From an optimization exercise on the open Yosys and OpenROAD flow, aimed at small area, a short achievable clock period and few clock cycles; shortcuts taken in it are not production practice. At most, simulation tests tie the RTL to the original design; equivalence was not proved. No functional check of the RTL was part of runs 5 to 8. Power and IR drop assume default switching activity.

==> design/flow/design.v <==
module codex32_cks (
    input  wire        clk,
    input  wire        rst,
    input  wire        cmd_valid,
    output wire        cmd_ready,
    input  wire [15:0] cmd_word,
    input  wire        cmd_empty,
    input  wire        in_valid,
    output wire        in_ready,
    input  wire [7:0]  in_data,
    input  wire        in_last,
    output wire        out_valid,
    input  wire        out_ready,
    output wire [7:0]  out_data,
    output wire        out_last,
    output wire [3:0]  out_status
);
    localparam [64:0] GS0 = 65'h19dc500ce73fde210;
    localparam [64:0] GS1 = 65'h1bfae00def77fe529;
    localparam [64:0] GS2 = 65'h1fbd920fffe7bee52;
    localparam [64:0] GS3 = 65'h1739640bdeee3fdad;
    localparam [64:0] GS4 = 65'h07729a039cfc75f5a;
    localparam [64:0] TS  = 65'h10ce0795c2fd1e62a;
    localparam [64:0] IS  = 65'h23181b3;
    localparam [64:0] IAS = 65'h11899c7f0c7127e48;    
    localparam [74:0] GL0 = 75'h3d59d273535ea62d897;
    localparam [74:0] GL1 = 75'h7a9becb6361c6c51507;
    localparam [74:0] GL2 = 75'h543f9b7e6c38d8a2a0e;
    localparam [74:0] GL3 = 75'h0c577eaeccf1990d13c;
    localparam [74:0] GL4 = 75'h1887f74f8dc71b10651;
    localparam [74:0] TL  = 75'h43381e570bf4798ab26;
    localparam [74:0] IL  = 75'h23181b3;
    localparam [74:0] IAL = 75'h6f4b3a330a74687026c;   
    localparam [1:0] OP_PMODS  = 2'd0;
    localparam [1:0] OP_PMODL  = 2'd1;
    localparam [1:0] OP_CKSUM  = 2'd2;
    localparam [1:0] OP_VERIFY = 2'd3;
    reg         cr;           
    reg         sv;           
    reg  [1:0]  s_op;
    reg         s_aug, s_ill, s_emp;
    reg         fr;           
    reg         ir;           
    reg         cur;          
    reg         fin;          
    reg         crd;          
    reg         pre;          
    reg         vok_r;
    reg  [1:0]  st_r;
    reg         efin;         
    reg         pv;           
    reg  [4:0]  psym;
    reg         pbig;         
    reg         plast;
    reg  [4:0]  fsr, flr;     
    reg  [1:0]  op;
    reg         aug;          
    reg         ill;
    reg         bad;
    reg  [6:0]  len;          
    reg  [64:0] res_s;
    reg  [74:0] res_l;
    reg         ov;           
    reg  [4:0]  od;           
    reg         olast;
    reg  [1:0]  ost;
    reg  [3:0]  nx;           
    reg         rlong;        
    reg         rone;         
    wire dec_legal = (cmd_word == 16'h4000) || (cmd_word == 16'h4001) ||
                     (cmd_word == 16'h5000) || (cmd_word == 16'h6000);
    wire [1:0] dec_op = cmd_word[13] ? OP_VERIFY :
                        cmd_word[12] ? OP_CKSUM  :
                        cmd_word[0]  ? OP_PMODL  : OP_PMODS;
    wire cmd_fire = cmd_valid && cr;
    wire start    = sv && fr;                 
    wire in_fire  = in_valid  && ir;
    wire out_fire = ov && out_ready;
    wire pe       = pv && cur;                
    wire [4:0]  slo    = psym & {5{pe & ~aug}};
    wire [4:0]  fs     = fsr;
    wire [4:0]  fl     = flr;
    wire [64:0] step_s = {res_s[59:0], slo}
                       ^ (GS0 & {65{fs[0]}}) ^ (GS1 & {65{fs[1]}}) ^ (GS2 & {65{fs[2]}})
                       ^ (GS3 & {65{fs[3]}}) ^ (GS4 & {65{fs[4]}});
    wire [74:0] step_l = {res_l[69:0], slo}
                       ^ (GL0 & {75{fl[0]}}) ^ (GL1 & {75{fl[1]}}) ^ (GL2 & {75{fl[2]}})
                       ^ (GL3 & {75{fl[3]}}) ^ (GL4 & {75{fl[4]}});
    wire fin_go    = fin && !ov;
    wire fault     = ill | bad;
    wire vok       = !fault && (((len <= 7'd93) && res_s == TS) ||
                                (len[6] && len[5] && res_l == TL));
    wire nbad      = bad | pbig;
    wire k_long    = (op == OP_PMODL) || (aug && (len >= 7'd80));
    wire k_one     = ill || nbad || (op == OP_VERIFY);
    wire e_long    = !ill && (op == OP_PMODL);
    wire e_one     = ill || (op == OP_VERIFY);
    wire [4:0] tgt_l = ({5{nx == 4'd0}} & 5'd16)
                     | ({5{nx == 4'd1}} & 5'd25)
                     | ({5{nx == 4'd2}} & 5'd24)
                     | ({5{nx == 4'd3}} & 5'd3)
                     | ({5{nx == 4'd4}} & 5'd25)
                     | ({5{nx == 4'd5}} & 5'd11)
                     | ({5{nx == 4'd6}} & 5'd16)
                     | ({5{nx == 4'd7}} & 5'd23)
                     | ({5{nx == 4'd8}} & 5'd29)
                     | ({5{nx == 4'd9}} & 5'd3)
                     | ({5{nx == 4'd10}} & 5'd25)
                     | ({5{nx == 4'd11}} & 5'd17)
                     | ({5{nx == 4'd12}} & 5'd10)
                     | ({5{nx == 4'd13}} & 5'd25)
                     | ({5{nx == 4'd14}} & 5'd6);
    wire [4:0] tgt_s = ({5{nx == 4'd0}} & 5'd16)
                     | ({5{nx == 4'd1}} & 5'd25)
                     | ({5{nx == 4'd2}} & 5'd24)
                     | ({5{nx == 4'd3}} & 5'd3)
                     | ({5{nx == 4'd4}} & 5'd25)
                     | ({5{nx == 4'd5}} & 5'd11)
                     | ({5{nx == 4'd6}} & 5'd16)
                     | ({5{nx == 4'd7}} & 5'd23)
                     | ({5{nx == 4'd8}} & 5'd29)
                     | ({5{nx == 4'd9}} & 5'd3)
                     | ({5{nx == 4'd10}} & 5'd25)
                     | ({5{nx == 4'd11}} & 5'd17)
                     | ({5{nx == 4'd12}} & 5'd10);
    wire [4:0] tgt   = rlong ? tgt_l : tgt_s;
    wire [4:0] src_s = fin ? res_s[64:60] : res_s[59:55];
    wire [4:0] src_l = fin ? res_l[74:70] : res_l[69:65];
    wire [4:0] grp   = (rlong ? src_l : src_s) ^ (tgt & {5{aug}});
    wire       nlast = rlong ? (nx == 4'd14) : (nx == 4'd12);
    wire       adv   = out_fire && !olast;       
    wire       r_en  = pe || adv;
    wire       last_pe  = pe && plast;
    wire       ov_next  = fin_go || (ov && !(out_fire && olast));
    wire       early_fr = last_pe && k_one && !ov_next;
    wire       pv_next  = in_fire || (pv && !pe);
    wire       cur_next = (cur && !last_pe) || (start && !s_emp);
    wire       om       = (fin && !rone) || (ov && !olast);
    wire       ld       = fin_go || adv;         
    wire       clr      = nlast || (fin && rone);
    wire [4:0] od_new   = (fin && rone) ? {4'd0, vok_r} : grp;
    wire [4:0] psym_nx  = in_fire ? in_data[4:0] : psym;
    wire       aug_nx   = start ? s_aug : aug;
    wire       olast_nx = ld ? clr : olast;
    wire [4:0] tops_nx  = start ? (s_aug ? IAS[64:60] : IS[64:60]) :
                          r_en  ? step_s[64:60] : res_s[64:60];
    wire [4:0] topl_nx  = start ? (s_aug ? IAL[74:70] : IL[74:70]) :
                          r_en  ? step_l[74:70] : res_l[74:70];
    wire [4:0] top_r    = rlong ? res_l[74:70] : res_s[64:60];
    wire [4:0] sec_r    = rlong ? res_l[69:65] : res_s[59:55];
    assign cmd_ready  = cr;
    assign in_ready   = ir;
    assign out_valid  = ov;
    assign out_data   = {3'b000, od};
    assign out_last   = olast;
    assign out_status = {2'b00, ost};
    always @(posedge clk) begin
        if (start) begin
            res_s <= s_aug ? IAS : IS;
            res_l <= s_aug ? IAL : IL;
        end else if (r_en) begin
            res_s <= step_s;
            res_l <= step_l;
        end
        if (ov_next && !olast_nx) begin
            fsr <= 5'd0;
            flr <= 5'd0;
        end else begin
            fsr <= tops_nx ^ (psym_nx & {5{aug_nx}});
            flr <= topl_nx ^ (psym_nx & {5{aug_nx}});
        end
        if (cmd_fire) begin
            s_op  <= dec_op;
            s_aug <= cmd_word[12];
            s_ill <= !dec_legal;
            s_emp <= cmd_empty;
        end
        if (start) begin
            op  <= s_op;
            aug <= s_aug;
            ill <= s_ill;
            bad <= 1'b0;
            len <= 7'd0;
        end else if (pe) begin
            bad <= nbad;
            if (!(len[6] & len[5]))
                len <= len + 7'd1;
        end
        if (in_fire) begin
            psym  <= in_data[4:0];
            pbig  <= |in_data[7:5];
            plast <= in_last;
        end
        if (last_pe) begin
            rlong <= k_long;
            rone  <= k_one;
        end else if (efin) begin
            rlong <= e_long;
            rone  <= e_one;
        end
        if (pre) begin
            vok_r <= vok;
            st_r  <= ill ? 2'd1 : (bad ? 2'd2 : 2'd0);
        end
        if (fin_go)
            ost <= rone ? st_r : 2'd0;    
        if (ld) begin
            od    <= od_new;
            olast <= clr;
        end
        if (rst) begin
            cr  <= 1'b1;
            sv  <= 1'b0;
            fr  <= 1'b1;
            ir  <= 1'b1;
            cur <= 1'b0;
            fin <= 1'b0;
            crd <= 1'b0;
            efin <= 1'b0;
            pre  <= 1'b0;
            pv  <= 1'b0;
            ov  <= 1'b0;
            nx  <= 4'd0;
        end else begin
            pv  <= pv_next;
            cur <= cur_next;
            ir  <= !pv_next || cur_next;
            efin <= start && s_emp;
            sv   <= (sv && !start) || cmd_fire;
            cr   <= !((sv && !start) || cmd_fire);
            pre <= (last_pe && k_one) || efin;
            fin <= (last_pe && !k_one) || pre || (fin && !fin_go);
            ov  <= ov_next;
            if (early_fr)
                crd <= 1'b1;
            else if (fin_go)
                crd <= 1'b0;
            if (early_fr || (fin_go && rone && !crd) || (adv && nlast))
                fr <= 1'b1;
            else if (start)
                fr <= 1'b0;
            if (ld)
                nx <= clr ? 4'd0 : nx + 4'd1;
        end
    end
endmodule
==> design/flow/flow/run.sh <==
#!/bin/bash
# The standard layout, with the port buffers made from buf_4 cells instead of
# the library's smallest buffer (a slow delay cell), so the input and output
# paths are not slowed by them. Synthesis and everything else is unchanged.
set -euo pipefail
export BUFFER_PORTS_ARGS="-buffer_cell sky130_fd_sc_hd__buf_4"
bash standard.sh > standard_flow.log 2>&1
==> design/flow/standard.sh <==
#!/bin/bash
# synth_recipe.tcl (not shown) runs the flow's synth.tcl, then flattens the netlist and writes it again
# the make line also repeats each setting of config.mk as NAME=value (left out here)
make -C /OpenROAD-flow-scripts/flow DESIGN_CONFIG=/design/flow/config.mk WORK_HOME=/design/flow/orfs CLKGATE_MAP_FILE= SYNTH_SCRIPT=/design/flow/synth_recipe.tcl "${@:-finish}"
==> design/flow/config.mk <==
export PLATFORM = sky130hd
export DESIGN_NAME = codex32_cks
export DESIGN_NICKNAME = codex32_cks
export VERILOG_FILES = /design/flow/design.v
export SDC_FILE = /design/flow/constraint.sdc
export NUM_CORES = 4
export LEC_CHECK = 0
export CAP_MARGIN = 20
export CORE_MARGIN = 2
export CORE_UTILIZATION = 60
export SETUP_SLACK_MARGIN = 2.0
export SLEW_MARGIN = 20
==> design/flow/constraint.sdc <==
create_clock -name core_clock -period 4.0 [get_ports {clk}]
set_input_delay 0.8000 -clock core_clock [delete_from_list [all_inputs] [get_ports {clk}]]
set_output_delay 0.8000 -clock core_clock [all_outputs]
set_load 0.01 [all_outputs]
==> impl_metrics.json, run 1 <==
{
  "via_per_inst": 6.011,
  "rsz0062_at_grt": "true",
  "nNetsFinal": 1001,
  "grt_max_degree": 71,
  "hpwl_mm": 17.39,
  "relSlewSlack_pct": 51.41,
  "path_cells": "buf_4",
  "synth_cells": 918,
  "slew_violations": 0,
  "synth_most_common_cell": "edfxtp_1",
  "irDropWorstVdd_mv": 0.6356,
  "synthArstFlopShare_pct": 0,
  "root_buffer": "clkbuf_16",
  "netlist_top_cells_area": "edfxtp_1 (46%), xnor2_1 (8.4%), dfxtp_1 (7.6%)",
  "antenna_cells": 0,
  "wl_met2_mm": 12.90,
  "finalWirelength_mm": 26.48,
  "place_congestion": 0.8829,
  "combPwrFrac_pct": 47.3,
  "yosysWarnings": 1,
  "cpMaxStageDelayCell": "dfxtp_1",
  "synth_flop_cell": "edfxtp_1",
  "cp_top_family": "flip-flops",
  "critPathCaptureType": "output port",
  "crit_required_ns": 3.20,
  "initial_core_util_pct": 61.06,
  "synth_edf_count": 162,
  "yosysTopAreaCell": "edfxtp_1",
  "synth-seq-cells": 202,
  "synth_common_cells": "edfxtp_1 (162), xnor2_1 (101), nor2_1 (93)",
  "drive_above_1_share_pct": 17.88,
  "antenna_found_initial": 0,
  "power_frac_seq_pct": 35.0,
  "wl_per_cell_um": 21.99,
  "drv_cap": 0,
  "finalSetupViolCount": 0,
  "worstSetupPathType": "reg2out",
  "wl_met1_mm": 10.79,
  "cts_tree": "built",
  "min_path_type": "reg2reg",
  "critPathArrivalTime_ns": 1.16,
  "top_layer": "met4",
  "status": "complete, no violations",
  "clock_path_buffers": 3,
  "port_buffers": 41,
  "grt_pass1_wl_mm": 40.09,
  "cts_buffers": 23,
  "die-area_sq_um": 18550,
  "path_buf_inv": 1,
  "avgSynthCellArea_sq_um": 11.43,
  "synth_top_area_share_pct": 46.38,
  "first_iter_violations": 573,
  "powerDensity_nw_per_um2": 973.4,
  "firstDrtPassIters": 5,
  "hold_viol_final": 0,
  "grt_pass1_vias": 7186,
  "stdcell_count": 1204,
  "power.share.clock_pct": 17.7,
  "vias": 7237,
  "fp.dieH_um": 136.2,
  "drcViolationCount": 0,
  "skew_ns": 0.01104,
  "wl_met3_mm": 1.775,
  "leakagePower_nw": 4.437,
  "crit_fanout": 8,
  "fmax_mhz": 511.0,
  "dp.cells": 1140,
  "synth_cell_types": 67,
  "track_usage_pct": 28.70,
  "grt_overflow": 0,
  "period_share_pct": 48.92,
  "switching_share_pct": 36.88,
  "num_rows": 48,
  "start_kind": "flop",
  "ys_seq_area_share_pct": 54.01,
  "cts.sink_count": 202,
  "ant_nets": 0,
  "io-pin-count": 47,
  "cpPeakStageDelay_ns": 0.48,
  "insertion_delay_ns": 0.50,
  "netlist_area_sq_um": 10490,
  "p_int_mw": 7.400,
  "die_width_um": 136.2,
  "syn2layout_area_growth_pct": 14.84,
  "path_clk_slew_ns": 0.06,
  "coreArea_sq_um": 17180,
  "htreeDepth": 1,
  "period_needed_ns": 1.957,
  "tightest_slew_ns": 0.7237,
  "finalSetupTns_ns": 0,
  "p_sw_mw": 4.325
}
-- registers in the layout, indices dropped and copies added, names as in the netlist, 2 cells and up --
register	count
s_op	2
st_r	2
res_s	65
flr	5
ost	2
psym	5
op	2
fsr	5
od	5
len	7
nx	4
res_l	75
-- final cells by class --
class	count	area [sq um]
clock inverters	9	92.59
multi-input cells	649	4695
repair buffers	68	563.0
flip-flops and latches	202	5694
clock buffers	32	640.6
well taps	225	281.5
inverters	19	78.83
fillers	1261	5131
-- logic make-up after synthesis --
kind of cell               count (synthesis)  share of synthesized area, %
buffers and inverters                     72                         3.555
muxes                                     13                         1.849
DFF                                      202                         54.01
xor gates and xnor gates                 184                         17.91
AOI/OAI and AO/OA                        126                         6.955
and+or+nand+nor                          313                         14.85
adders and majority gates                  7                        0.8350
other                                      1                       0.03575
-- worst register-to-register path: stages (launching register included) --
cell and delay, ns:
edfxtp_1 0.49, nor4b_1 0.28, nand4_1 0.23, nor4_4 0.35, nand3_2 0.18, a211oi_2 0.25
-- stage by stage --
step	utilization (%)	hold WS [ns]	cell area [sq um]	power, mW	setup slack (ns)
finish	70.13	0.4233	12050	11.73	2.043
global route	70.13	0.4381	12050	12.40	1.924
CTS	68.90	0.4288	11830	11.59	2.008
detailed placement	63.21	0.4152	10860	9.031	1.411
global placement	63.21	0.4087	10860	8.907	1.442
floorplan	-	0.4003	10540	7.888	1.849
-- cells in the final DEF, fill, tap and decap left out, types with 9 or more instances in the layout --
cell type / count
edfxtp_1: 162
xnor2_1: 99
nor2_1: 91
nand2_1: 87
a21oi_1: 64
xor2_1: 62
buf_4: 62
o21ai_0: 28
dfxtp_1: 27
clkbuf_16: 24
inv_1: 18
nand4_1: 15
nand3_1: 14
nor3_1: 14
and2_1: 12
or2_2: 10
nor4bb_1: 9
-- metal layers --
metal | GRT usage (%) | vias up
li1 | - | 3309
met4 | 10.24 | 0
met5 | 0 | -
met3 | 3.878 | 66
met2 | 47.68 | 312
met1 | 38.86 | 3550
-- final timing paths --
kind	slack, ns	from	cells after the start	to
setup / recovery	2.04	ov	1	out_valid
hold reg to reg	0.42	s_op[1]	0	op[1]
hold / removal	0.42	s_op[1]	0	op[1]
setup reg to reg	2.05	res_l[58]	5	vok_r
-- power by group through the flow --
stage          Combinational, mW  Sequential (mW)  Clock, mW
2_1_floorplan               4.22             3.67          0
3_3_place_gp                4.83             4.08          0
3_5_place_dp                4.94             4.09          0
4_1_cts                     5.42             4.08       2.09
5_1_grt                     6.10             4.15       2.15
6_report                    5.55             4.10       2.07
-- what timing repair did --
action	CTS	global route
cloned	1	0
gates resized for setup	39	26
pin swaps	7	6
hold buffers	0	0
buffers inserted	8	14
endpoints found under the setup margin	252	65
Testbench counts, summed over its fixed seeds: cycles 29,858.
==> run 2, diff against run 1 <==
--- a/design/flow/config.mk
+++ b/design/flow/config.mk
@@ -8,5 +8,5 @@
 export CAP_MARGIN = 20
 export CORE_MARGIN = 2
 export CORE_UTILIZATION = 60
-export SETUP_SLACK_MARGIN = 2.0
+export SETUP_SLACK_MARGIN = 2.2
 export SLEW_MARGIN = 20
==> run 2 against run 1 <==
Against the previous run: combinational power up 15%; global-route usage up 2.5 points; register-to-register slack about the same; critical endpoint is now vok_r; fmax up 0.35%; final cell count up 3.2%; synthesized area unchanged; core utilization up 4.3 points; clock skew down 0.0039 ns; sequential cell count unchanged; die area unchanged; largest power group unchanged; non-clock buffer count up 35; via count up 4.5%.
==> impl_metrics.json, run 2 <==
{
  "antenna_cells": 0,
  "p_sw_mw": 4.598,
  "rsz0062_at_grt": "true",
  "grt_overflow": 0,
  "hold_viol_final": 0,
  "firstDrtPassIters": 5,
  "relSlewSlack_pct": 57.41,
  "port_buffers": 41,
  "vias": 7564,
  "irDropWorstVdd_mv": 0.5323,
  "regMostFlops": "res_l",
  "finalSetupTns_ns": 0,
  "period_needed_ns": 1.950,
  "path_cells": "nor4b_4, nand4_1, nor4_2, nand4_1, a211oi_2",
  "finalSetupViolCount": 0,
  "cts_tree": "built",
  "syn2layout_area_growth_pct": 21.83,
  "critPathMostFrequentCell": "nand4_1",
  "min_path_type": "reg2reg",
  "netlist_top_cells_area": "edfxtp_1 (46%), xnor2_1 (8.4%), dfxtp_1 (7.6%)",
  "synthArstFlopShare_pct": 0,
  "start_kind": "flop",
  "final_cell_mix": "edfxtp_1 (162), xnor2_1 (93), nor2_1 (90)",
  "critPathLaunch": "res_s[56]",
  "via_per_inst": 6.090,
  "critPathArrivalTime_ns": 2.30,
  "yosysTopAreaCell": "edfxtp_1",
  "synth_edf_count": 162,
  "fp.dieH_um": 136.2,
  "clock_path_buffers": 3,
  "status": "complete, no violations",
  "wl_per_cell_um": 23.18,
  "cts_buffers": 23,
  "ant_nets": 0,
  "insertion_delay_ns": 0.51,
  "synth_cell_types": 67,
  "synth-seq-cells": 202,
  "root_buffer": "clkbuf_16",
  "stdcell_count": 1242,
  "netlist_area_sq_um": 10490,
  "reg_top3": "res_l: 75 flops, res_s: 65 flops, len: 7 flops",
  "num_rows": 48,
  "final_common_cell": "edfxtp_1",
  "synth_flop_cell": "edfxtp_1",
  "powerDensity_nw_per_um2": 974.0,
  "power_frac_seq_pct": 32.8,
  "reg2reg_setup_slack_ns": 2.05,
  "skew_ns": 0.007114,
  "cts.sink_count": 202,
  "finalWirelength_mm": 28.79,
  "grt_pass1_wl_mm": 43.44,
  "cpMaxStageDelayCell": "edfxtp_1",
  "r2r_start": "res_s[56]",
  "finalWorstSetupSlack_ns": 2.050,
  "io-pin-count": 47,
  "cpPeakStageDelay_ns": 0.49,
  "grt_max_degree": 71,
  "cp_top_family": "simple AND/OR/NAND/NOR gates",
  "crit_fanout": 2,
  "synth_most_common_cell": "edfxtp_1",
  "path_clk_slew_ns": 0.06,
  "synth_top_area_share_pct": 46.38,
  "grt_pass1_vias": 7459,
  "dp_slack_ns": 1.386,
  "nNetsFinal": 1039,
  "leakagePower_nw": 4.758,
  "drcViolationCount": 0,
  "drv_cap": 0,
  "hold_start": "s_op[1]",
  "crit_required_ns": 4.35,
  "ys_seq_area_share_pct": 54.01,
  "slew_violations": 0,
  "power.share.clock_pct": 15.6,
  "combPwrFrac_pct": 51.5,
  "die_width_um": 136.2,
  "dp.cells": 1139,
  "coreArea_sq_um": 17180,
  "hpwl_mm": 17.71,
  "p_int_mw": 7.847,
  "initial_core_util_pct": 61.06,
  "antenna_found_initial": 0,
  "period_share_pct": 48.75,
  "track_usage_pct": 31.19,
  "worstSetupPathType": "reg2reg",
  "critPathCaptureType": "flop",
  "switching_share_pct": 36.95,
  "drive_above_1_share_pct": 24.09,
  "synth_common_cells": "edfxtp_1 (162), xnor2_1 (101), nor2_1 (93)",
  "die-area_sq_um": 18550,
  "path_buf_inv": 0,
  "avgSynthCellArea_sq_um": 11.43,
  "synth_cells": 918,
  "htreeDepth": 1,
  "place_congestion": 0.9038,
  "fmax_mhz": 512.8,
  "yosysWarnings": 1,
  "largest_register_ffs": 75,
  "first_iter_violations": 761,
  "tightest_slew_ns": 0.6309
}
run 2: cell count changes in the layout (fill, tap and decap cells not counted), sizes merged:
cell      change
nand2         +3
buf          +33
bufinv        -1
clkbuf        -3
clkinv        +4
bufbuf        +1
clkinvlp      +1
run 2: metal layers:
layer | track usage (%) | routed length (um) | up-vias
met5 | 0 | 0 | -
met1 | 42.08 | 11460 | 3721
met2 | 50.89 | 13830 | 365
met3 | 4.101 | 2092 | 87
met4 | 13.66 | 1403 | 0
li1 | - | - | 3391
run 2: power groups by stage:
stage               combinational [mW]  clock, mW  sequential [mW]
floorplan                         4.26          0             3.67
global placement                  4.86          0             4.09
detailed placement                4.97          0             4.10
CTS                               5.88       1.95             4.08
global route                      6.96       2.03             4.12
finish                            6.41       1.95             4.09
run 2: final timing paths:
| kind | endpoint | cells after the start |
|---|---|---|
| worst max-delay path | vok_r | 5 |
| worst min-delay path | op[1] | 0 |
| worst max register to register | vok_r | 5 |
| worst min register to register | op[1] | 0 |
run 2: worst register-to-register path: stages, from the launching register on:
cell	delay, ns
edfxtp_1	0.49
nor4b_4	0.35
nand4_1	0.19
nor4_2	0.26
nand4_1	0.27
a211oi_2	0.23
run 2: logic make-up after synthesis:
group	Yosys count	synth area share, %
XOR/XNOR	184	17.91
adder cells (fa/ha/maj)	7	0.8350
other	1	0.03575
multiplexers	13	1.849
buffers and inverters	72	3.555
AND/OR/NAND/NOR	313	14.85
AO/OA/AOI/OAI	126	6.955
flip-flops	202	54.01
run 2: area by class of cell:
class / count / area, sq um
sequential: 202 / 5725
multi-input combinational: 652 / 5024
fill: 1159 / 4398
timing repair buffer: 103 / 982.2
clock buffer: 28 / 594.3
tap: 225 / 281.5
inverter: 19 / 90.09
clock inverter: 13 / 81.33
run 2: repair_timing:
item,4_1_cts,5_1_grt
cloned,3,2
buffers inserted,39,18
hold endpoints to repair,0,0
pin swaps,22,14
endpoints found under the setup margin,302,164
hold buffers,0,0
resized for setup,98,38
run 2: per-stage QoR:
step	hold WS, ns	total power, mW	utilization, %	instance area [sq um]
after floorplan	0.4003	7.931	-	10550
after CTS	0.4232	11.92	71.95	12360
after global placement	0.4086	8.950	63.32	10880
final	0.4250	12.45	74.40	12780
after detailed placement	0.4090	9.074	63.32	10880
after global routing	0.4367	13.12	74.40	12780
==> run 3, diff against run 2 <==
--- a/design/flow/config.mk
+++ b/design/flow/config.mk
@@ -8,5 +8,6 @@
 export CAP_MARGIN = 20
 export CORE_MARGIN = 2
 export CORE_UTILIZATION = 60
-export SETUP_SLACK_MARGIN = 2.2
+export CTS_BUF_LIST = sky130_fd_sc_hd__clkbuf_8
+export SETUP_SLACK_MARGIN = 2.0
 export SLEW_MARGIN = 20
==> run 3 against run 2 <==
Against the previous run: clock-buffer cell count is 16 higher; final cell count down 0.64%; via count shrank 3.1%; clock skew rose by 0.0085 ns; cell area down 4.9%; critical path depth shrank 4; non-clock buffer count down 27; synthesized area stayed put; sequential power about the same; register-to-register slack worse by 0.02 ns; critical path type is now reg2out; largest cell class unchanged; largest power group unchanged.
==> impl_metrics.json, run 3 <==
{
  "status": "complete, no violations",
  "path_buf_inv": 1,
  "grt_max_degree": 71,
  "path_cells": "buf_4",
  "insertion_delay_ns": 0.53,
  "synth_common_cells": "edfxtp_1 (162), xnor2_1 (101), nor2_1 (93)",
  "grt_pass1_vias": 7272,
  "p_int_mw": 7.398,
  "die_width_um": 136.2,
  "power.share.clock_pct": 16.3,
  "fmax_mhz": 505.2,
  "critPathCaptureType": "output port",
  "switching_share_pct": 37.42,
  "dp.cells": 1140,
  "start_kind": "flop",
  "skew_ns": 0.01557,
  "cts_tree": "built",
  "antenna_found_initial": 0,
  "cp_top_family": "flip-flops",
  "grt_pass1_wl_mm": 40.16,
  "port_buffers": 41,
  "r2r_start": "res_l[4]",
  "grt.met3_usage_pct": 5.518,
  "fin_util_pct": 70.75,
  "drive_above_1_share_pct": 20.02,
  "power_frac_seq_pct": 34.6,
  "synth_edf_count": 162,
  "wl_per_cell_um": 21.69,
  "cts_hold_buf": 0,
  "tightest_slew_ns": 0.7241,
  "reg_top3": "res_l: 75 flops, res_s: 65 flops, len: 7 flops",
  "synth_flop_cell": "edfxtp_1",
  "hpwl_mm": 17.39,
  "final_common_cell": "edfxtp_1",
  "synth-seq-cells": 202,
  "largest_register_ffs": 75,
  "rsz0062_at_grt": "true",
  "antenna_cells": 0,
  "ys_seq_area_share_pct": 54.01,
  "synth_cells": 918,
  "critPathLaunch": "ov",
  "period_share_pct": 49.49,
  "cpPeakStageDelay_ns": 0.47,
  "clock_path_buffers": 3,
  "regMostFlops": "res_l",
  "yosysTopAreaCell": "edfxtp_1",
  "ff_latch_area_sq_um": 5698,
  "ant_nets": 0,
  "grt.busiest_layer": "met2",
  "leakagePower_nw": 4.559,
  "path_clk_slew_ns": 0.06,
  "grt_overflow": 0,
  "crit_fanout": 8,
  "netlist_top_cells_area": "edfxtp_1 (46%), xnor2_1 (8.4%), dfxtp_1 (7.6%)",
  "stdcell_count": 1234,
  "irDropWorstVdd_mv": 0.5500,
  "track_usage_pct": 29.00,
  "via_per_inst": 5.940,
  "avgSynthCellArea_sq_um": 11.43,
  "syn2layout_area_growth_pct": 15.85,
  "synth_cell_types": 67,
  "place_congestion": 0.8829,
  "grt_util_met2_pct": 46.96,
  "min_path_type": "reg2reg",
  "io-pin-count": 47,
  "first_iter_violations": 667,
  "cts_buffers": 36,
  "num_rows": 48,
  "crit_required_ns": 3.20,
  "htreeDepth": 2,
  "finalWirelength_mm": 26.77,
  "hold_viol_final": 0,
  "netlist_area_sq_um": 10490,
  "reg2reg_setup_slack_ns": 2.03,
  "relSlewSlack_pct": 51.38,
  "p_sw_mw": 4.424,
  "yosysWarnings": 1,
  "finalSetupViolCount": 0,
  "finalSetupTns_ns": 0,
  "synth_most_common_cell": "edfxtp_1",
  "nNetsFinal": 1022,
  "placed_cell_area_sq_um": 10860,
  "cpMaxStageDelayCell": "dfxtp_1",
  "final_cell_mix": "edfxtp_1 (162), xnor2_1 (98), nor2_1 (91)",
  "hold_start": "s_op[1]",
  "dp_slack_ns": 1.411,
  "die-area_sq_um": 18550,
  "period_needed_ns": 1.979,
  "cts.sink_count": 202,
  "fp.dieH_um": 136.2,
  "fin_area_sq_um": 12150,
  "drcViolationCount": 0,
  "firstDrtPassIters": 5,
  "vias": 7330,
  "finalWorstSetupSlack_ns": 2.021,
  "coreArea_sq_um": 17180,
  "multiInputGateArea_sq_um": 4732,
  "globalRouteMet1Util_pct": 37.88,
  "drv_cap": 0,
  "synth_top_area_share_pct": 46.38,
  "worstSetupPathType": "reg2out",
  "root_buffer": "clkbuf_8",
  "powerDensity_nw_per_um2": 972.9,
  "critPathArrivalTime_ns": 1.18,
  "slew_violations": 0,
  "nFillCells": 1255,
  "combPwrFrac_pct": 49.1,
  "initial_core_util_pct": 61.06,
  "synthArstFlopShare_pct": 0
}
-- run 3: cell types whose count changed in the layout (fill, tap and decap cells not counted), moves of 5 or more --
cell / previous run / this run
dfxtp_1: 18 / 26
buf_6: 11 / 2
clkinv_1: 9 / 4
dfxtp_4: 13 / 6
clkbuf_1: 5 / 0
xnor2_1: 93 / 98
clkbuf_8: 0 / 44
clkbuf_16: 23 / 0
buf_12: 10 / 5
buf_4: 79 / 68
inv_1: 16 / 26
-- run 3: routing by layer --
metal / part of all wire (%) / up-vias
li1: - / 3353
met1: 40 / 3584
met2: 48 / 314
met3: 7.2 / 79
met4: 4.3 / 0
met5: 0 / -
-- run 3: what timing repair did --
item,in CTS,in global routing
buffers inserted,8,22
cloned,1,0
pin swaps,9,10
setup endpoints to repair,253,64
endpoints found under the hold margin,0,0
resized for setup,40,30
-- run 3: power by group through the flow --
stage,clock network [mW],logic [mW],registers [mW]
after floorplan,0,4.22,3.67
after global placement,0,4.83,4.08
after detailed placement,0,4.94,4.09
after CTS,1.94,5.46,4.08
after global routing,2.02,6.36,4.13
final,1.92,5.81,4.09
-- run 3: final cells by class --
class	count	share of cell area [%]
clock buffers	44	4.984
repair buffers	76	5.334
inverters	19	0.6487
flip-flops and latches	202	46.89
clock inverters	19	0.8855
multi-input cells	649	38.94
well taps	225	2.317
-- run 3: logic make-up (layout without fill, tap and decap cells) --
kind of cell	count (synthesis)	in the layout	share of synthesized area, %
multiplexers	13	13	1.849
buffers and inverters	72	158	3.555
AND/OR/NAND/NOR	313	314	14.85
adder cells (fa/ha/maj)	7	7	0.8350
other	1	5	0.03575
flip-flops	202	202	54.01
XOR/XNOR	184	184	17.91
AO/OA/AOI/OAI	126	126	6.955
-- run 3: metrics by stage --
stage	hold WS, ns	total power, mW
2_1_floorplan	0.4003	7.888
3_3_place_gp	0.4087	8.907
3_5_place_dp	0.4152	9.031
4_1_cts	0.4265	11.49
5_1_grt	0.4378	12.51
6_report	0.4175	11.82
-- run 3: worst paths after layout --
kind	cells past startpoint	endpoint
setup / recovery	1	out_valid
hold / removal	0	op[1]
setup reg to reg	4	vok_r
hold reg to reg	0	op[1]
==> run 4, diff against run 3 <==
--- a/design/flow/config.mk
+++ b/design/flow/config.mk
@@ -7,7 +7,6 @@
 export LEC_CHECK = 0
 export CAP_MARGIN = 20
 export CORE_MARGIN = 2
-export CORE_UTILIZATION = 60
-export CTS_BUF_LIST = sky130_fd_sc_hd__clkbuf_8
-export SETUP_SLACK_MARGIN = 2.0
+export CORE_UTILIZATION = 70
+export SETUP_SLACK_MARGIN = 2.1
 export SLEW_MARGIN = 20
==> run 4 against run 3 <==
Against the previous run: synthesized area is the same; largest power group unchanged; clock-buffer cell count shrank 12; sequential share of layout area shrank 0.39 points; worst hold slack is essentially flat; fmax grew 3.3%; register-to-register slack gained 0.05 ns; sequential power is essentially flat; final cell count shrank 4.0%; critical endpoint is now res_l[2]; clock power shrank 2%; global-route usage grew 3.5 points.
==> impl_metrics.json, run 4 <==
{
  "cts_tree": "built",
  "start_kind": "flop",
  "fp.dieH_um": 126.4,
  "port_buffers": 41,
  "grt_max_degree": 71,
  "nFillCells": 744,
  "synth_top_area_share_pct": 46.38,
  "hold_viol_final": 0,
  "ant_nets": 0,
  "netlist_top_cells_area": "edfxtp_1 (46%), xnor2_1 (8.4%), dfxtp_1 (7.6%)",
  "io-pin-count": 47,
  "avgSynthCellArea_sq_um": 11.43,
  "ys_seq_area_share_pct": 54.01,
  "stdcell_count": 1185,
  "irDropWorstVdd_mv": 0.5648,
  "powerDensity_nw_per_um2": 976.5,
  "drive_above_1_share_pct": 21.78,
  "synth_compound_area_share_pct": 6.955,
  "initial_core_util_pct": 71.90,
  "wl_per_cell_um": 23.23,
  "worstSetupPathType": "reg2reg",
  "insertion_delay_ns": 0.50,
  "synthArstFlopShare_pct": 0,
  "nNetsFinal": 1024,
  "syn2layout_area_growth_pct": 16.94,
  "vias": 7692,
  "fmax_mhz": 522.0,
  "synth_most_common_cell": "edfxtp_1",
  "synth-seq-cells": 202,
  "finalSetupViolCount": 0,
  "min_path_type": "reg2reg",
  "tightest_slew_ns": 0.6462,
  "yosysWarnings": 1,
  "synth_edf_count": 162,
  "cts.sink_count": 202,
  "fin_area_sq_um": 12270,
  "synth_common_cells": "edfxtp_1 (162), xnor2_1 (101), nor2_1 (93)",
  "period_needed_ns": 1.916,
  "period_share_pct": 47.90,
  "critPathArrivalTime_ns": 2.14,
  "track_usage_pct": 32.47,
  "cts_hold_buf": 0,
  "die-area_sq_um": 15980,
  "drv_cap": 0,
  "dp.cells": 1099,
  "first_iter_violations": 875,
  "die_width_um": 126.4,
  "cts_buffers": 22,
  "place_congestion": 0.9080,
  "placed_cell_area_sq_um": 10810,
  "coreArea_sq_um": 14590,
  "synth-simple-area-share_pct": 14.85,
  "reg_top3": "res_l: 75 flops, res_s: 65 flops, len: 7 flops",
  "critPathCaptureType": "flop",
  "regMostFlops": "res_l",
  "path_clk_slew_ns": 0.07,
  "synth_flop_cell": "edfxtp_1",
  "final_cell_mix": "edfxtp_1 (162), xnor2_1 (93), nor2_1 (90)",
  "relSlewSlack_pct": 56.61,
  "leakagePower_nw": 4.563,
  "synth_cell_types": 67,
  "drcViolationCount": 0,
  "firstDrtPassIters": 5,
  "skew_ns": 0.009329,
  "root_buffer": "clkbuf_16",
  "largest_register_ffs": 75,
  "grt_pass1_wl_mm": 40.21,
  "slew_violations": 0,
  "htreeDepth": 1,
  "final_common_cell": "edfxtp_1",
  "crit_required_ns": 4.23,
  "multiInputGateArea_sq_um": 4883,
  "grt_overflow": 0,
  "synth_cells": 918,
  "status": "complete, no violations",
  "via_per_inst": 6.491,
  "netlist_area_sq_um": 10490,
  "rsz0062_at_grt": "true",
  "finalWirelength_mm": 27.53,
  "antenna_found_initial": 0,
  "clock_path_buffers": 3,
  "synth_mux_area_share_pct": 1.849,
  "grt_pass1_vias": 7204,
  "ff_latch_area_sq_um": 5703,
  "yosys.area_share.xor_xnor_pct": 17.91,
  "synth_fa_ha_area_share_pct": 0.8350,
  "crit_fanout": 10,
  "num_rows": 44,
  "finalSetupTns_ns": 0,
  "hpwl_mm": 16.83,
  "antenna_cells": 0,
  "yosysTopAreaCell": "edfxtp_1",
  "synth_top_family_by_area": "XOR/XNOR gates"
}
-- run 4: stage by stage --
step | total power, mW | util (%) | hold slack, ns | setup slack, ns
floorplan | 7.888 | - | 0.4003 | 1.849
global placement | 8.782 | 74.11 | 0.4061 | 1.469
detailed placement | 8.966 | 74.11 | 0.4045 | 1.421
CTS | 11.52 | 81.63 | 0.4187 | 1.988
global route | 12.56 | 84.07 | 0.4260 | 2.002
finish | 11.98 | 84.07 | 0.4175 | 2.084
-- run 4: kinds of logic (layout without fill, tap and decap cells) --
kind of cell             after synthesis  count (layout)
flip-flops                           202             202
adder cells (fa/ha/maj)                7               7
other                                  1               5
XOR/XNOR                             184             184
AND/OR/NAND/NOR                      313             317
multiplexers                          13              13
AO/OA/AOI/OAI                        126             126
buffers and inverters                 72             147
-- run 4: final timing paths --
check | slack, ns | endpoint | cells past startpoint | startpoint
min reg2reg | 0.42 | op[1] | 0 | s_op[1]
max | 2.08 | res_l[2] | 6 | flr[1]
min | 0.42 | op[1] | 0 | s_op[1]
max reg2reg | 2.08 | res_l[2] | 6 | flr[1]
-- run 4: final cells by class --
| cell class | instances | share of cell area, % |
|---|---|---|
| Tap cell | 184 | 1.877 |
| Multi-Input combinational cell | 652 | 39.81 |
| Clock inverter | 7 | 0.2448 |
| Inverter | 19 | 0.6223 |
| Timing Repair Buffer | 89 | 5.815 |
| Clock buffer | 32 | 5.131 |
| Sequential cell | 202 | 46.50 |
-- run 4: timing repair --
item | in CTS | in global routing
setup endpoints to repair | 272 | 174
resized for setup | 55 | 35
pin swaps | 17 | 12
buffers inserted | 22 | 21
cloned | 2 | 2
-- run 4: critical path, cell delays in order (launching register included) --
cell and delay [ns]:
dfxtp_4 0.42, xor2_4 0.21, buf_4 0.19, buf_4 0.18, xnor2_4 0.31, xor2_1 0.23, o21ai_0 0.11
-- run 4: where the power goes --
| group | internal (mW) | total (mW) | leakage [nW] | switching, mW |
|---|---|---|---|---|
| registers | 3.43 | 4.12 | 1.84 | 0.688 |
| logic | 2.98 | 5.98 | 2.40 | 3.00 |
| clock network | 1.09 | 1.88 | 0.324 | 0.794 |
-- run 4: metal layers --
layer / part of all wire, % / global-route usage, % / vias to the layer above
li1: - / - / 3363
met1: 38 / 44.21 / 3719
met2: 48 / 52.85 / 502
met3: 8.9 / 5.652 / 108
met4: 5.3 / 12.48 / 0
met5: 0 / 0 / -
==> run 5, diff against run 4 <==
--- a/design/flow/design.v
+++ b/design/flow/design.v
@@ -45,7 +45,7 @@
     reg         fin;          
     reg         crd;          
     reg         pre;          
-    reg         vok_r;
+    reg         vs_r, vl_r;   
     reg  [1:0]  st_r;
     reg         efin;         
     reg         pv;           
@@ -88,8 +88,6 @@
                        ^ (GL3 & {75{fl[3]}}) ^ (GL4 & {75{fl[4]}});
     wire fin_go    = fin && !ov;
     wire fault     = ill | bad;
-    wire vok       = !fault && (((len <= 7'd93) && res_s == TS) ||
-                                (len[6] && len[5] && res_l == TL));
     wire nbad      = bad | pbig;
     wire k_long    = (op == OP_PMODL) || (aug && (len >= 7'd80));
     wire k_one     = ill || nbad || (op == OP_VERIFY);
@@ -138,7 +136,7 @@
     wire       om       = (fin && !rone) || (ov && !olast);
     wire       ld       = fin_go || adv;         
     wire       clr      = nlast || (fin && rone);
-    wire [4:0] od_new   = (fin && rone) ? {4'd0, vok_r} : grp;
+    wire [4:0] od_new   = (fin && rone) ? {4'd0, vs_r | vl_r} : grp;
     wire [4:0] psym_nx  = in_fire ? in_data[4:0] : psym;
     wire       aug_nx   = start ? s_aug : aug;
     wire       olast_nx = ld ? clr : olast;
@@ -199,7 +197,8 @@
             rone  <= e_one;
         end
         if (pre) begin
-            vok_r <= vok;
+            vs_r <= !fault && (len <= 7'd93) && (res_s == TS);
+            vl_r <= !fault && len[6] && len[5] && (res_l == TL);
             st_r  <= ill ? 2'd1 : (bad ? 2'd2 : 2'd0);
         end
         if (fin_go)
==> run 5 against run 4 <==
Against the previous run: worst setup slack lost 0.096 ns; die area fell by 1.4%; clock-buffer cell count down 2; non-clock buffer count is 1 lower; fmax fell by 4.8%; still clean; critical path depth shrank 2; clock skew grew 0.0092 ns; highest routed layer unchanged; cell area fell by 0.64%; sequential power shrank 1%.
==> impl_metrics.json, run 5 <==
{
  "min_path_type": "reg2reg",
  "leakagePower_nw": 4.375,
  "finalSetupViolCount": 0,
  "drcViolationCount": 0,
  "netlist_top_cells_area": "edfxtp_1 (47%), xnor2_1 (9.5%), dfxtp_1 (7.7%)",
  "cts_hold_buf": 0,
  "path_buf_inv": 0,
  "hold_viol_final": 0,
  "die_width_um": 125.5,
  "combPwrFrac_pct": 47.2,
  "netlist_area_sq_um": 10330,
  "p_sw_mw": 4.448,
  "start_kind": "flop",
  "cpMaxStageDelayCell": "or4_1",
  "drive_above_1_share_pct": 20.64,
  "path_cells": "nor4bb_4, nand4_1, or4_1, nor4_2",
  "grt_max_degree": 71,
  "yosysTopAreaCell": "edfxtp_1",
  "relSlewSlack_pct": 47.67,
  "via_per_inst": 6.555,
  "critPathArrivalTime_ns": 2.36,
  "synth_common_cells": "edfxtp_1 (163), xnor2_1 (112), nor2_1 (95)",
  "fp.dieH_um": 125.5,
  "crit_required_ns": 4.35,
  "port_buffers": 41,
  "finalWorstSetupSlack_ns": 1.988,
  "cts_buffers": 22,
  "initial_core_util_pct": 71.38,
  "period_needed_ns": 2.012,
  "finalWirelength_mm": 27.90,
  "synthArstFlopShare_pct": 0,
  "root_buffer": "clkbuf_16",
  "whs_ns": 0.4202,
  "antenna_cells": 0,
  "power_mw": 11.76,
  "synth_cell_types": 61,
  "grt_pass1_vias": 7174,
  "first_iter_violations": 974,
  "cts_tree": "built",
  "status": "complete, no violations",
  "ys_seq_area_share_pct": 55.11,
  "finalSetupTns_ns": 0,
  "synth_cells": 883,
  "crit_fanout": 2,
  "grt_overflow": 0,
  "cpPeakStageDelay_ns": 0.57,
  "fmax_mhz": 497.1,
  "synth_most_common_cell": "edfxtp_1",
  "switching_share_pct": 37.81,
  "htreeDepth": 1,
  "cts.sink_count": 203,
  "critPathLaunch": "res_s[19]",
  "grt_pass1_wl_mm": 41.17,
  "track_usage_pct": 33.85,
  "cp_top_family": "simple AND/OR/NAND/NOR gates",
  "path_clk_slew_ns": 0.06,
  "p_int_mw": 7.316,
  "clock_path_buffers": 3,
  "synth_flop_cell": "edfxtp_1",
  "rsz0062_at_grt": "true",
  "tightest_slew_ns": 0.7841,
  "firstDrtPassIters": 5,
  "insertion_delay_ns": 0.52,
  "dp_slack_ns": 1.411,
  "synth_top_area_share_pct": 47.36,
  "place_congestion": 0.9482,
  "nNetsFinal": 986,
  "r2r_start": "res_s[19]",
  "synth-seq-cells": 203,
  "hpwl_mm": 17.05,
  "regMostFlops": "res_l",
  "syn2layout_area_growth_pct": 17.92,
  "final_common_cell": "edfxtp_1",
  "yosysWarnings": 1,
  "die-area_sq_um": 15750,
  "final_cell_mix": "edfxtp_1 (163), xnor2_1 (108), nor2_1 (93)",
  "period_share_pct": 50.30,
  "power_frac_seq_pct": 34.5,
  "ant_nets": 0,
  "num_rows": 44,
  "io-pin-count": 47,
  "drv_cap": 0,
  "synth_edf_count": 163,
  "coreArea_sq_um": 14480,
  "slew_violations": 0,
  "irDropWorstVdd_mv": 0.7034,
  "reg_top3": "res_l: 75 flops, res_s: 65 flops, len: 7 flops",
  "hold_start": "s_ill",
  "wl_per_cell_um": 24.30,
  "antenna_found_initial": 0,
  "powerDensity_nw_per_um2": 965.3,
  "power.share.clock_pct": 18.2,
  "largest_register_ffs": 75,
  "avgSynthCellArea_sq_um": 11.70,
  "vias": 7525,
  "critPathCaptureType": "flop",
  "skew_ns": 0.01853,
  "worstSetupPathType": "reg2reg"
}
==> run 5: metal layers <==
metal / part of all wire (%) / global-route usage (%) / up-vias
met3: 8.9 / 4.878 / 115
met1: 37 / 45.35 / 3678
met4: 6.5 / 15.23 / 0
li1: - / - / 3252
met5: 0 / 0 / -
met2: 48 / 55.58 / 480
==> run 5: final cells by class <==
cell class                      count  area (sq um)
Sequential cell                   203          5737
Multi-Input combinational cell    617          4647
Fill cell                         771          2292
Timing Repair Buffer               88         743.2
Clock buffer                       30         631.9
Tap cell                          184         230.2
Clock inverter                     10         125.1
Inverter                           16         72.57
==> run 5: timing repair <==
action / in CTS / in global routing
gates cloned: 1 / 1
setup endpoints to repair: 292 / 198
pin swaps: 14 / 9
setup buffers: 25 / 16
gates resized for setup: 43 / 38
==> run 5: final timing paths <==
kind / depth (start not counted) / to / slack (ns)
worst max-delay path: 4 / vs_r / 1.99
worst min-delay path: 0 / ill / 0.42
worst max register to register: 4 / vs_r / 1.99
worst min register to register: 0 / ill / 0.42
==> run 5: power by group through the flow <==
stage	logic, mW	clock network [mW]	registers, mW
final	5.56	2.14	4.06
after global routing	5.97	2.22	4.08
after global placement	4.32	0	4.01
after detailed placement	4.47	0	4.03
after floorplan	3.79	0	3.64
after CTS	5.09	2.14	4.00
==> run 5: kinds of logic after synthesis <==
family	after synthesis	share of synthesized area, %
AOI/OAI and AO/OA	134	7.300
xor gates and xnor gates	201	18.70
adders and majority gates	7	0.8474
buffers and inverters	69	3.136
DFF	203	55.11
muxes	15	2.094
other	1	0.03628
and+or+nand+nor	253	12.77
==> run 5: worst reg2reg max path: stages (launching register included) <==
cell and delay, ns:
edfxtp_1 0.53, nor4bb_4 0.37, nand4_1 0.14, or4_1 0.57
nor4_2 0.23
==> run 5: stage by stage <==
stage	std cells	utilization (%)	area (sq um)
after floorplan	887	-	10390
after global placement	1065	73.95	10710
after detailed placement	1065	73.95	10710
after CTS	1131	81.89	11860
after global routing	1148	84.17	12190
final	1148	84.17	12190
==> run 6, diff against run 5 <==
--- a/design/flow/config.mk
+++ b/design/flow/config.mk
@@ -8,5 +8,6 @@
 export CAP_MARGIN = 20
 export CORE_MARGIN = 2
 export CORE_UTILIZATION = 70
+export GPL_ROUTABILITY_DRIVEN = 0
 export SETUP_SLACK_MARGIN = 2.1
 export SLEW_MARGIN = 20
==> run 6 against run 5 <==
Against the previous run: still clean; synthesized area unchanged; total power fell by 2.7%; core utilization down 0.35 points; register-to-register slack got worse by 0.06 ns; sequential share of layout area increased by 0.20 points; cell area fell by 0.41%; fmax is 2.9% lower; clock power is 11% lower; die area did not move; largest power group unchanged.
==> impl_metrics.json, run 6 <==
{
  "status": "complete, no violations",
  "crit_required_ns": 4.36,
  "switching_share_pct": 37.92,
  "root_buffer": "clkbuf_16",
  "cts_tree": "built",
  "avgSynthCellArea_sq_um": 11.70,
  "power_frac_seq_pct": 35.1,
  "final_cell_mix": "edfxtp_1 (163), xnor2_1 (107), nor2_1 (93)",
  "ys_seq_area_share_pct": 55.11,
  "tightest_slew_ns": 0.7394,
  "die_width_um": 125.5,
  "period_share_pct": 51.79,
  "synth_top_family_by_area": "XOR/XNOR gates",
  "placed_cell_area_sq_um": 10700,
  "reg_top3": "res_l: 75 flops, res_s: 65 flops, len: 7 flops",
  "crit_fanout": 2,
  "synth_fa_ha_area_share_pct": 0.8475,
  "fp.dieH_um": 125.5,
  "path_cells": "or4b_1, nor4_2, nand4_1, or4_1, nor3_2",
  "nNetsFinal": 984,
  "synth_cell_types": 61,
  "synth_cells": 883,
  "reg2reg_setup_slack_ns": 1.93,
  "fin_util_pct": 83.82,
  "synth_top_area_share_pct": 47.36,
  "finalSetupTns_ns": 0,
  "drv_cap": 0,
  "whs_ns": 0.4175,
  "irDropWorstVdd_mv": 0.5476,
  "antenna_cells": 0,
  "antenna_found_initial": 0,
  "path_buf_inv": 0,
  "period_needed_ns": 2.072,
  "p_sw_mw": 4.339,
  "clock_path_buffers": 3,
  "largest_register_ffs": 75,
  "grt_overflow": 0,
  "power.share.clock_pct": 16.7,
  "worstSetupPathType": "reg2reg",
  "crit_end": "vl_r",
  "cpMaxStageDelayCell": "or4b_1",
  "finalWirelength_mm": 27.15,
  "cts_buffers": 22,
  "firstDrtPassIters": 5,
  "critPathCaptureType": "flop",
  "track_usage_pct": 33.08,
  "htreeDepth": 1,
  "drcViolationCount": 0,
  "first_iter_violations": 868,
  "synthArstFlopShare_pct": 0,
  "hpwl_mm": 16.55,
  "io-pin-count": 47,
  "yosysTopAreaCell": "edfxtp_1",
  "fin_area_sq_um": 12140,
  "skew_ns": 0.01029,
  "fmax_mhz": 482.7,
  "wl_per_cell_um": 23.69,
  "combPwrFrac_pct": 48.2,
  "grt_pass1_vias": 7068,
  "grt_max_degree": 71,
  "leakagePower_nw": 4.367,
  "final_common_cell": "edfxtp_1",
  "dp.cells": 1064,
  "ant_nets": 0,
  "rsz0062_at_grt": "true",
  "synth_most_common_cell": "edfxtp_1",
  "cts_hold_buf": 0,
  "finalWorstSetupSlack_ns": 1.928,
  "vias": 7399,
  "synth_edf_count": 163,
  "critPathArrivalTime_ns": 2.43,
  "netlist_area_sq_um": 10330,
  "r2r_start": "res_l[62]",
  "slew_violations": 0,
  "insertion_delay_ns": 0.51,
  "ff_latch_area_sq_um": 5738,
  "powerDensity_nw_per_um2": 942.8,
  "syn2layout_area_growth_pct": 17.43,
  "synth_flop_cell": "edfxtp_1",
  "p_int_mw": 7.103,
  "critPathLaunch": "res_l[62]",
  "synth_compound_area_share_pct": 7.300,
  "crit_cells": 5,
  "relSlewSlack_pct": 50.54,
  "stdcell_count": 1146,
  "drive_above_1_share_pct": 20.89,
  "netlist_top_cells_area": "edfxtp_1 (47%), xnor2_1 (9.5%), dfxtp_1 (7.7%)",
  "regMostFlops": "res_l",
  "path_clk_slew_ns": 0.06,
  "yosysWarnings": 1,
  "synth-seq-cells": 203,
  "regToRegEndpoint": "vl_r",
  "cp_top_family": "simple AND/OR/NAND/NOR gates",
  "multiInputGateArea_sq_um": 4656,
  "min_path_type": "reg2reg",
  "port_buffers": 41,
  "initial_core_util_pct": 71.38,
  "rr_worst_depth": 5,
  "synth_mux_area_share_pct": 2.094,
  "die-area_sq_um": 15750,
  "start_kind": "flop",
  "coreArea_sq_um": 14480,
  "synth_common_cells": "edfxtp_1 (163), xnor2_1 (112), nor2_1 (95)",
  "cpPeakStageDelay_ns": 0.53,
  "num_rows": 44,
  "finalSetupViolCount": 0,
  "power_mw": 11.44,
  "dp_slack_ns": 1.401,
  "synth-simple-area-share_pct": 12.77,
  "hold_viol_final": 0,
  "via_per_inst": 6.456,
  "yosys.area_share.xor_xnor_pct": 18.70,
  "cts.sink_count": 203,
  "nFillCells": 776,
  "grt_pass1_wl_mm": 40.02
}
## run 6: cell counts after synthesis
No cell type changed its count.
## run 6: how the worst min path moves through the flow
stage,cells after the start,endpoint,from,slack (ns)
CTS,0,op[0],s_op[0],0.42
finish,0,op[0],s_op[0],0.42
global placement,0,ill,s_ill,0.40
floorplan,0,ill,s_ill,0.40
detailed placement,0,op[0],s_op[0],0.41
global route,0,op[0],s_op[0],0.44
## run 6: power groups by stage
stage          Sequential [mW]  Clock [mW]  Combinational, mW
2_1_floorplan             3.64           0               3.79
3_3_place_gp              4.00           0               4.34
3_5_place_dp              4.01           0               4.49
4_1_cts                   3.98        1.91               5.10
5_1_grt                   4.05        1.99               5.93
6_report                  4.02        1.91               5.52
## run 6: per-layer routing
metal	routed length (um)	track usage (%)
met1	10190	45.00
met4	1707	16.73
met5	0	0
met2	12930	52.56
met3	2318	4.835
## run 6: timing repair
item                       in CTS  in global routing
setup buffers                  22                 18
resized for setup              47                 33
gates cloned                    1                  1
pin swaps                      13                  6
setup endpoints to repair     277                182
## run 6: cell families (layout without fill, tap and decap cells)
family,after synthesis,after routing
adder cells (fa/ha/maj),7,7
AND/OR/NAND/NOR,253,255
multiplexers,15,15
flip-flops,203,203
other,1,5
AO/OA/AOI/OAI,134,134
buffers and inverters,69,142
XOR/XNOR,201,201
## run 6: area by class of cell
class	count	share of cell area, %
Clock buffer	29	5.000
Clock inverter	11	0.5670
Inverter	16	0.5567
Multi-Input combinational cell	617	38.36
Sequential cell	203	47.28
Tap cell	184	1.897
Timing Repair Buffer	86	6.340
==> run 7, diff against run 6 <==
--- a/design/flow/config.mk
+++ b/design/flow/config.mk
@@ -7,7 +7,6 @@
 export LEC_CHECK = 0
 export CAP_MARGIN = 20
 export CORE_MARGIN = 2
-export CORE_UTILIZATION = 70
-export GPL_ROUTABILITY_DRIVEN = 0
-export SETUP_SLACK_MARGIN = 2.1
+export CORE_UTILIZATION = 60
+export SETUP_SLACK_MARGIN = 2.0
 export SLEW_MARGIN = 20
==> run 7 against run 6 <==
Against the previous run: fmax increased by 4.9%; cell area down 1.3%; global-route usage decreased by 4.3 points; critical path depth unchanged; via count is 4.0% lower; sequential power barely moved; largest power group unchanged; highest routed layer unchanged.
==> impl_metrics.json, run 7 <==
{
  "crit_required_ns": 4.35,
  "fmax_mhz": 506.6,
  "synth_cells": 883,
  "p_int_mw": 7.005,
  "fin_area_sq_um": 11980,
  "hold_viol_final": 0,
  "netlist_area_sq_um": 10330,
  "drv_cap": 0,
  "irDropWorstVdd_mv": 0.5656,
  "nNetsFinal": 981,
  "coreArea_sq_um": 16700,
  "p_sw_mw": 4.104,
  "cts.sink_count": 203,
  "finalSetupViolCount": 0,
  "cts_tree": "built",
  "reg2reg_setup_slack_ns": 2.03,
  "min_path_type": "reg2reg",
  "synthArstFlopShare_pct": 0,
  "power_frac_seq_pct": 36.3,
  "powerDensity_nw_per_um2": 927.0,
  "yosysTopAreaCell": "edfxtp_1",
  "antenna_found_initial": 0,
  "root_buffer": "clkbuf_16",
  "finalWirelength_mm": 26.18,
  "cts_hold_buf": 0,
  "grt_overflow": 0,
  "tightest_slew_ns": 0.6979,
  "rsz0062_at_grt": "true",
  "synth_edf_count": 163,
  "period_needed_ns": 1.974,
  "io-pin-count": 47,
  "drive_above_1_share_pct": 18.46,
  "netlist_top_cells_area": "edfxtp_1 (47%), xnor2_1 (9.5%), dfxtp_1 (7.7%)",
  "ant_nets": 0,
  "avgSynthCellArea_sq_um": 11.70,
  "die-area_sq_um": 18290,
  "final_cell_mix": "edfxtp_1 (163), xnor2_1 (109), nor2_1 (93)",
  "initial_core_util_pct": 61.88,
  "synth_top_area_share_pct": 47.36,
  "combPwrFrac_pct": 45.9,
  "regMostFlops": "res_l",
  "via_per_inst": 6.027,
  "port_buffers": 41,
  "switching_share_pct": 36.94,
  "wl_per_cell_um": 22.21,
  "hpwl_mm": 17.01,
  "finalSetupTns_ns": 0,
  "drcViolationCount": 0,
  "nFillCells": 1218,
  "grt_max_degree": 71,
  "antenna_cells": 0,
  "multiInputGateArea_sq_um": 4579,
  "start_kind": "flop",
  "first_iter_violations": 749,
  "place_congestion": 0.9016,
  "synth_cell_types": 61,
  "synth_most_common_cell": "edfxtp_1",
  "num_rows": 47,
  "synth-seq-cells": 203,
  "skew_ns": 0.01191,
  "insertion_delay_ns": 0.51,
  "crit_fanout": 2,
  "placed_cell_area_sq_um": 10740,
  "period_share_pct": 49.35,
  "htreeDepth": 1,
  "synth_flop_cell": "edfxtp_1",
  "final_common_cell": "edfxtp_1",
  "leakagePower_nw": 4.279,
  "ff_latch_area_sq_um": 5722,
  "vias": 7106,
  "clock_path_buffers": 3,
  "grt_pass1_vias": 6846,
  "critPathCaptureType": "flop",
  "critPathArrivalTime_ns": 2.33,
  "firstDrtPassIters": 5,
  "path_clk_slew_ns": 0.06,
  "synth_common_cells": "edfxtp_1 (163), xnor2_1 (112), nor2_1 (95)",
  "status": "complete, no violations",
  "largest_register_ffs": 75,
  "grt_pass1_wl_mm": 39.62,
  "relSlewSlack_pct": 53.32,
  "slew_violations": 0,
  "power_mw": 11.11,
  "worstSetupPathType": "reg2reg",
  "die_width_um": 135.2,
  "reg_top3": "res_l: 75 flops, res_s: 65 flops, len: 7 flops",
  "yosysWarnings": 1,
  "syn2layout_area_growth_pct": 15.96,
  "fp.dieH_um": 135.2,
  "track_usage_pct": 28.74,
  "ys_seq_area_share_pct": 55.11,
  "power.share.clock_pct": 17.9,
  "cts_buffers": 22
}
[run 7: cell counts after synthesis]
No cell type changed its count.
[run 7: stage by stage]
stage	instances	hold WS [ns]	util [%]	worst slack [ns]
final	1179	0.4183	71.76	2.026
after global routing	1179	0.4379	71.76	1.946
after CTS	1152	0.4198	70.03	1.930
after detailed placement	1100	0.4057	64.31	1.384
after global placement	1100	0.4022	64.31	1.417
after floorplan	887	0.4003	-	1.814
[run 7: path summary, 6_finish.rpt]
kind | startpoint | endpoint | cells after the start
max | res_l[0] | vl_r | 5
min | s_op[0] | op[0] | 0
max reg2reg | res_l[0] | vl_r | 5
min reg2reg | s_op[0] | op[0] | 0
[run 7: cell type report]
type | instances | area share (%)
clock buffers | 29 | 4.991
repair buffers | 83 | 5.398
flip-flops and latches | 203 | 47.74
inverters | 16 | 0.5429
clock inverters | 11 | 0.8144
well taps | 220 | 2.297
multi-input cells | 617 | 38.21
[run 7: cell families (layout without fill, tap and decap cells)]
logic type,Yosys count,in the layout,share of synthesized area (%)
multiplexers,15,15,2.094
flip-flops,203,203,55.11
buffers and inverters,69,139,3.136
XOR/XNOR,201,201,18.70
AND/OR/NAND/NOR,253,255,12.77
adder cells (fa/ha/maj),7,7,0.8474
AO/OA/AOI/OAI,134,134,7.300
other,1,5,0.03628
[run 7: worst max-delay path, stage by stage (launching register included)]
cell and delay, ns:
edfxtp_1 0.38, or4b_4 0.57, nor4_4 0.17, nand4_1 0.13, or4_4 0.44, nor3_2 0.13
[run 7: timing repair]
item,4_1_cts,5_1_grt
setup buffers,10,27
gates resized for setup,36,23
cloned,2,0
pin swaps,7,9
endpoints found under the setup margin,228,189
[run 7: power by group through the flow]
stage,combinational [mW],sequential (mW),clock (mW)
floorplan,3.77,3.64,0
global placement,4.38,4.01,0
detailed placement,4.47,4.02,0
CTS,4.76,4.04,2.00
global route,5.54,4.07,2.09
finish,5.10,4.03,1.98
[run 7: routing by layer]
metal,vias to the layer above,track usage [%],wire [um]
met5,-,0,0
met4,0,10.01,870
met3,57,4.863,1677
met2,315,47.01,12750
met1,3492,39.29,10890
li1,3242,-,-
==> run 8, diff against run 7 <==
--- a/design/flow/config.mk
+++ b/design/flow/config.mk
@@ -8,5 +8,5 @@
 export CAP_MARGIN = 20
 export CORE_MARGIN = 2
 export CORE_UTILIZATION = 60
-export SETUP_SLACK_MARGIN = 2.0
+export SETUP_SLACK_MARGIN = 1.9
 export SLEW_MARGIN = 20
==> run 8 against run 7 <==
Against the previous run: synthesized cell count unchanged; sequential power about the same; fmax down 4.4%; clock power about the same; highest routed layer unchanged; critical path depth up 1; critical endpoint is now res_s[56]; routed wire length down 1.0%; total power down 2.2%; non-clock buffer count down 27; final cell count down 2.3%; die area unchanged; core utilization down 1.6 points; sequential cell count unchanged.
==> impl_metrics.json, run 8 <==
{
  "regMostFlops": "res_l",
  "largest_register_ffs": 75,
  "nFillCells": 1255,
  "htreeDepth": 1,
  "clock_path_buffers": 3,
  "place_congestion": 0.9016,
  "cpMaxStageDelayCell": "dfxtp_2",
  "reg_top3": "res_l: 75 flops, res_s: 65 flops, len: 7 flops",
  "combPwrFrac_pct": 44.5,
  "fp.dieH_um": 135.2,
  "hold_viol_final": 0,
  "insertion_delay_ns": 0.50,
  "firstDrtPassIters": 5,
  "period_needed_ns": 2.064,
  "crit_required_ns": 4.24,
  "finalSetupViolCount": 0,
  "ys_seq_area_share_pct": 55.11,
  "ff_latch_area_sq_um": 5719,
  "status": "complete, no violations",
  "synth_flop_cell": "edfxtp_1",
  "cpPeakStageDelay_ns": 0.48,
  "synth_most_common_cell": "edfxtp_1",
  "crit_fanout": 6,
  "period_share_pct": 51.61,
  "rsz0062_at_grt": "true",
  "drive_above_1_share_pct": 15.13,
  "critPathCaptureType": "flop",
  "critPathArrivalTime_ns": 2.30,
  "finalSetupTns_ns": 0,
  "wl_met2_mm": 12.63,
  "wl_met1_mm": 10.70,
  "slew_violations": 0,
  "skew_ns": 0.01014,
  "via_per_inst": 6.066,
  "die-area_sq_um": 18290,
  "grt_max_degree": 71,
  "top_layer": "met4",
  "start_kind": "flop",
  "p_sw_mw": 4.038,
  "wl_met3_mm": 1.854,
  "die_width_um": 135.2,
  "avgSynthCellArea_sq_um": 11.70,
  "switching_share_pct": 37.17,
  "min_path_type": "reg2reg",
  "finalWirelength_mm": 25.92,
  "final_common_cell": "edfxtp_1",
  "vias": 6988,
  "synth_cells": 883,
  "cts_tree": "built",
  "netlist_top_cells_area": "edfxtp_1 (47%), xnor2_1 (9.5%), dfxtp_1 (7.7%)",
  "powerDensity_nw_per_um2": 927.6,
  "synthArstFlopShare_pct": 0,
  "hpwl_mm": 17.01,
  "first_iter_violations": 648,
  "wl_per_cell_um": 22.50,
  "drv_cap": 0,
  "root_buffer": "clkbuf_16",
  "synth_edf_count": 163,
  "fmax_mhz": 484.4,
  "p_int_mw": 6.826,
  "initial_core_util_pct": 61.88,
  "whs_ns": 0.4183,
  "synth_top_area_share_pct": 47.36,
  "track_usage_pct": 28.34,
  "cts_buffers": 22,
  "grt_overflow": 0,
  "coreArea_sq_um": 16700,
  "path_cells": "xor2_4, xnor2_1, xor2_2, buf_4, xor2_1, nor2_1",
  "drcViolationCount": 0,
  "yosysTopAreaCell": "edfxtp_1",
  "yosysWarnings": 1,
  "io-pin-count": 47,
  "netlist_area_sq_um": 10330,
  "power.share.clock_pct": 18.2,
  "synth_cell_types": 61,
  "cts.sink_count": 203,
  "grt_pass1_wl_mm": 39.19,
  "num_rows": 47,
  "synth_common_cells": "edfxtp_1 (163), xnor2_1 (112), nor2_1 (95)",
  "final_cell_mix": "edfxtp_1 (163), xnor2_1 (111), nor2_1 (93)",
  "syn2layout_area_growth_pct": 13.33,
  "ant_nets": 0,
  "synth-seq-cells": 203,
  "path_clk_slew_ns": 0.06,
  "irDropWorstVdd_mv": 0.5863,
  "port_buffers": 41,
  "antenna_found_initial": 0,
  "antenna_cells": 0,
  "leakagePower_nw": 4.118,
  "power_frac_seq_pct": 37.3,
  "relSlewSlack_pct": 53.93,
  "nNetsFinal": 954,
  "tightest_slew_ns": 0.6888,
  "grt_pass1_vias": 6765,
  "multiInputGateArea_sq_um": 4517,
  "worstSetupPathType": "reg2reg"
}
run 8: cell counts after synthesis:
Identical to the previous run, type by type.
run 8: worst paths after layout:
| check | startpoint | endpoint | slack (ns) | depth (start not counted) |
|---|---|---|---|---|
| worst max-delay path | fsr[0] | res_s[56] | 1.94 | 6 |
| worst min-delay path | s_op[0] | op[0] | 0.42 | 0 |
| worst max register to register | fsr[0] | res_s[56] | 1.94 | 6 |
| worst min register to register | s_op[0] | op[0] | 0.42 | 0 |
run 8: final cells by class:
| cell class | count | area share [%] |
|---|---|---|
| inverter | 16 | 0.5555 |
| timing repair buffer | 56 | 3.760 |
| clock inverter | 11 | 0.8332 |
| sequential | 203 | 48.83 |
| multi-input combinational | 617 | 38.56 |
| tap | 220 | 2.350 |
| clock buffer | 29 | 5.106 |
run 8: cell families (layout without fill, tap and decap cells):
group / Yosys count / in the layout / synth area share (%)
and+or+nand+nor: 253 / 255 / 12.77
xor gates and xnor gates: 201 / 201 / 18.70
other: 1 / 5 / 0.03628
adders and majority gates: 7 / 7 / 0.8474
AOI/OAI and AO/OA: 134 / 134 / 7.300
muxes: 15 / 15 / 2.094
DFF: 203 / 203 / 55.11
buffers and inverters: 69 / 112 / 3.136
run 8: stage by stage:
stage                     cells  worst slack, ns  total power, mW  area, sq um  utilization, %
after floorplan             887            1.814            7.406        10380               -
after global placement     1100            1.417            8.396        10740           64.31
after detailed placement   1100            1.384            8.493        10740           64.31
after CTS                  1147            1.852            10.72        11600           69.46
after global routing       1152            1.864            11.45        11710           70.13
final                      1152            1.936            10.86        11710           70.13
run 8: power groups by stage:
stage                     Clock (mW)  Sequential [mW]  Combinational [mW]
after CTS                       2.00             4.02                4.70
after floorplan                    0             3.64                3.77
after global routing            2.09             4.09                5.28
after global placement             0             4.01                4.38
final                           1.98             4.05                4.83
after detailed placement           0             4.02                4.47
run 8: worst max-delay path: cells and delay by family (launching register included):
family,cells,cell delay [ns]
xor+xnor,4,1.07
flops,1,0.48
buf+inv,1,0.18
simple gates,1,0.07
run 8: per-layer routing:
metal,vias to the layer above,track usage [%]
li1,3186,-
met1,3427,38.59
met2,324,47.46
met3,51,4.714
met4,0,8.044
met5,-,0
run 8: timing repair:
action	4_1_cts	5_1_grt
pin swaps	3	6
gates cloned	1	1
setup endpoints to repair	197	33
hold buffers	0	0
buffers inserted	6	4
resized for setup	22	22

[afterwards: timing with drivers on the ports]
Ports are ideal in the flow. The routed layouts listed here were re-timed in OpenROAD. Step 1 assumes that a clkbuf_16 drives the clock port and a buf_2 every other input. Step 2, shift: input delay + t, output delay - t, t = (earliest + latest rising clock arrival at the registers) / 2. This alone moves slack from input paths to output paths. Three values: no drivers, after step 1, after step 2; two values: the first two.
| run | t, ns | slack for setup (ns) |
|---|---|---|
| run 1 | 0.539 | 2.043 / 2.000 / 1.602 |
| run 2 | 0.548 | 2.050 / 2.050 / 1.577 |
| run 3 | 0.554 | 2.021 / 1.984 / 1.601 |
| run 4 | 0.540 | 2.084 / 2.084 / 1.650 |
| run 5 | 0.552 | 1.988 / 1.988 / 1.601 |
| run 6 | 0.548 | 1.928 / 1.928 / 1.730 |
| run 7 | 0.549 | 2.026 / 2.026 / 1.603 |
| run 8 | 0.546 | 1.936 / 1.936 / 1.590 |
After both steps setup and hold are still met in every run listed.
